Context: an optimization exercise on an open-source flow, tuned for small area, a short achievable clock period and few clock cycles. The choices shown serve that exercise and are no tape-out recipe.
Only simulation tests tie the RTL to the original design; equivalence was not proved.
Power figures rest on the tool's default switching activity, not on a simulated workload.

== v20 ==
## tgui_blit
module tgui_blit (
    input             clk,
    input             rst,
    input             cmd_valid,
    input      [7:0]  cmd_code,
    input      [7:0]  cmd_rop,
    input      [15:0] cmd_flags,
    input      [31:0] cmd_fg,
    input      [31:0] cmd_bg,
    input      [15:0] cmd_dst_x,
    input      [15:0] cmd_dst_y,
    input      [15:0] cmd_src_x,
    input      [15:0] cmd_src_y,
    input      [15:0] cmd_size_x,
    input      [15:0] cmd_size_y,
    input      [15:0] cmd_clip_left,
    input      [15:0] cmd_clip_top,
    input      [15:0] cmd_clip_right,
    input      [15:0] cmd_clip_bottom,
    input      [9:0]  cmd_rowoffset,
    input      [1:0]  cmd_bpp,
    input             pat_we,
    input      [5:0]  pat_addr,
    input      [7:0]  pat_data,
    output            busy,
    output            mem_req,
    output            mem_we,
    output     [19:0] mem_addr,
    output     [1:0]  mem_size,
    output     [31:0] mem_wdata,
    input             mem_ready,
    input             mem_rvalid,
    input      [31:0] mem_rdata
);
clock: 12.0 ns
lec_check: 0
abc_area: 1
cap_margin: 20
core_margin: 2
core_utilization: 55
place_density: 0.7
setup_slack_margin: 5
slew_margin: 20
standard.sh (not shown) runs the stock make flow with config.mk's settings and CLKGATE_MAP_FILE= SYNTH_SCRIPT=/design/flow/synth_recipe.tcl, a recipe that flattens the netlist after the stock synthesis.
==> flow/flow/run.sh <==
#!/bin/bash
set -euo pipefail
bash standard.sh SETUP_SLACK_MARGIN=8 "BUFFER_PORTS_ARGS=-buffer_cell sky130_fd_sc_hd__buf_2" finish > layout_make.log 2>&1
v20 completed every stage of the flow, and the final layout passed the timing, DRC and antenna checks.
Testbench counts of v20, summed over its fixed seeds: cycles 298,733.
The inputs of v56 differ from those of v20 as listed below.
- CORE_UTILIZATION: 55 -> 45
- PLACE_DENSITY: 0.7 -> 0.65
Notes after the runs:
- Re number of buffers added to fix hold violations after cts: no difference whatsoever between v20 and v56.
- Diff v20 -> v56: non-clock buffer contribution to total cell area grew by 0.31 points, clock share of power held steady, number of detailed-route iterations in the first pass shrank by 2, count of clock-buffer cells in the layout shrank by 6, final wirelength grew by 5.3%.
- The sequential share of layout area in v56 sits 0.68 points below the value recorded for v20.
- Taking v20 as the reference, in v56 critical path depth shows a reduction of 18; endpoint required time on the critical path decreased by 2.93 ns relative to the old numbers; detail-routed via count per cell has decreased.
Edits applied to the flow inputs when going from v56 to v2:
- changing PLACE_DENSITY from 0.65 to 0.7
- changing CORE_UTILIZATION from 45 to 55
==> flow/flow/run.sh <==
#!/bin/bash
set -euo pipefail
bash standard.sh SETUP_SLACK_MARGIN=8.5 "BUFFER_PORTS_ARGS=-buffer_cell sky130_fd_sc_hd__buf_2" finish > layout_make.log 2>&1
[summary]
- Out of v56 and v2, the only run to close with the timing, DRC and antenna checks passing was v56.
- The final report for v2 shows a completed flow and a layout that fails verification, specifically max-capacitance violations, max-slew violations.
- Compared with v56, v2 shows a higher worst setup timing slack at the placement stage.
- Post-place instance area: v2 < v56
- The faster design of the two is v56; v2 tops out lower.
- For v56, the largest power group was sequential cells, unlike v2, where it was combinational logic.
- Power attributed to combinational cells sits higher in v2 than in v56.
- On area overhead of the layout relative to synthesis: v2 sits above v56.
- The via count reported for v2 is higher than the one for v56.
- v2: number of buffers created by CTS is 2.1% lower than what v56 reported.
- Relative to v56, met2 track demand over resource has gone up in v2.
Inputs modified between v2 and v47:
==> flow/flow/run.sh <==
#!/bin/bash
set -euo pipefail
bash standard.sh SETUP_SLACK_MARGIN=8 finish > layout_make.log 2>&1
--- outcome ---
v47 went all the way through synthesis, placement and routing and the layout is clean on timing, DRC and antenna.
[compare] base=v2 new=v47: post-CTS repair timing setup buffer count shrank by 116; number of clock-tree buffers in the layout lost 3.8%.
Compared v47 against v2; final worst clock skew within noise.
The via count reported for v47 is smaller than that of v2 by 4189.
v47 reports its source of the critical timing path as phase[0] while v2 reports mode[1].
v47 vs. v2: clock transition at the registers of the reported paths about even, combinational share of power fell 4.4 points, sequential logic power about even, wire length fell 9.2%, fraction of area in non-clock buffers fell 1.2 points.
## Diff of input files: v12 against v47
- ABC_AREA removed (was 1)
==> flow/flow/run.sh <==
#!/bin/bash
set -euo pipefail
bash standard.sh SETUP_SLACK_MARGIN=8 "BUFFER_PORTS_ARGS=-buffer_cell sky130_fd_sc_hd__buf_2" finish > layout_make.log 2>&1
## What came out
Per the final summary, v12 finished and its layout is clean on timing, DRC and antenna.
[compare] base=v47 new=v12: worst setup slack -0.25 ns, vias after detailed routing -about 16%, number of vias per cell +5.8%, clock-buffer cell count -6.3%.
[compare] base=v47 new=v12: count of sequential standard cells neither gained nor lost much, clock group power picked up an extra 5.7%, clock buffer count from CTS lost about 2%, number of gates on the worst path with buffers counted lost 2.


Starting RTL as in the previous note.
==> flow/config.mk <==
export PLATFORM = sky130hd
export DESIGN_NAME = tgui_blit
export DESIGN_NICKNAME = tgui_blit
export VERILOG_FILES = /design/flow/design.v
export SDC_FILE = /design/flow/constraint.sdc
export NUM_CORES = 4
export LEC_CHECK = 0
export ABC_AREA = 1
export CAP_MARGIN = 10
export CORE_MARGIN = 2
export CORE_UTILIZATION = 55
export PLACE_DENSITY = 0.7
export SETUP_SLACK_MARGIN = 5
export SLEW_MARGIN = 10
==> flow/constraint.sdc <==
create_clock -name core_clock -period 12.0 [get_ports {clk}]
set_input_delay 2.4000 -clock core_clock [delete_from_list [all_inputs] [get_ports {clk}]]
set_output_delay 2.4000 -clock core_clock [all_outputs]
set_load 0.01 [all_outputs]
==> flow/flow/run.sh <==
#!/bin/bash
set -euo pipefail
bash standard.sh SETUP_SLACK_MARGIN=8 "BUFFER_PORTS_ARGS=-buffer_cell sky130_fd_sc_hd__buf_2" finish > layout_make.log 2>&1
The baseline completed without violations.
Testbench counts at the start, summed over its fixed seeds: cycles 298,733.
Then changed:
- CAP_MARGIN: 10 -> 20
- GPL_TIMING_DRIVEN: unset -> 0
- SLEW_MARGIN: 10 -> 20
=> Wire length grows by about a fifth; fmax shrinks by a few percent; register-to-register slack gets worse by 0.13 ns; non-clock buffer count goes up by 303; total power climbs by a few percent; clock skew is about the same; area after synthesis stays the same; count of clock-buffer cells in the layout came out lower by 22; worst hold slack is better by 0.016 ns; first-iteration DRC count increases by roughly a tenth; flip-flop and latch count is unchanged.
Then changed:
==> flow/flow/run.sh (replaced) <==
#!/bin/bash
set -euo pipefail
bash standard.sh SETUP_SLACK_MARGIN=7.5 "BUFFER_PORTS_ARGS=-buffer_cell sky130_fd_sc_hd__buf_2" finish > layout_make.log 2>&1
- GPL_TIMING_DRIVEN: 0 -> unset
Result:
- The changed run passed the timing, DRC and antenna checks
- synthesized cell count is unchanged
- register-to-register slack is worse by 0.06 ns
- via count is lower by 7.5%
- final cell count is lower by 3.7%
Then changed:
==> flow/flow/run.sh (replaced) <==
#!/bin/bash
set -euo pipefail
bash standard.sh SETUP_SLACK_MARGIN=8 finish > layout_make.log 2>&1
- TNS_END_PERCENT: unset -> 0
=>
- clock skew decreases by 0.024 ns
- first-iteration DRC count increases by 2.9%
- cell area increases by 3.2%
- clock-buffer cell count rises by 12
- core utilization increases by 2.0 points
- worst setup slack gets better by 0.032 ns
- synthesized cell count stays the same
- worst hold slack is better by 0.0081 ns

==> separate check: timing with driven ports <==
Ports are ideal in the flow. The routed layouts listed here were re-timed in OpenROAD. Step 1, drivers: a clkbuf_16 drives clk and a buf_2 each remaining input, both assumed. Step 2 also shifts input and output timing later by t, the mid clock arrival at the registers, as if the neighbouring blocks saw the same clock. Slacks: no drivers / after step 1 / after step 2; pairs: no drivers / after step 1.
| run | shift t [ns] | setup slack, ns | worst data-port slew with drivers (ns) | cell pins on the clock port's net |
|---|---|---|---|---|
| v20 | 0.879 | 7.825 / 7.746 / 7.147 | 0.17 | 1 |
| v56 | 0.889 | 7.641 / 7.551 / 7.024 | 0.19 | 1 |
| v2 | 0.891 | 7.580 / 7.580 / 7.152 | 0.16 | 1 |
| v47 | 0.855 | 7.867 / 7.783 / 7.154 | 0.16 | 1 |
| v12 | 0.865 | 7.615 / 7.531 / 7.108 | 0.13 | 1 |
| the first run of note 2 | 0.873 | 7.786 / 7.703 / 7.080 | 0.17 | 1 |
| the second run of note 2 | 0.871 | 7.670 / 7.580 / 7.072 | 0.14 | 1 |
| the third run of note 2 | 0.858 | 7.538 / 7.451 / 6.918 | 0.19 | 1 |
| the fourth run of note 2 | 0.851 | 7.570 / 7.618 / 6.774 | 0.16 | 1 |
The setup slack of the fourth run of note 2, which loses most, moves by +0.048 ns with the drivers and by -0.796 ns with both steps.
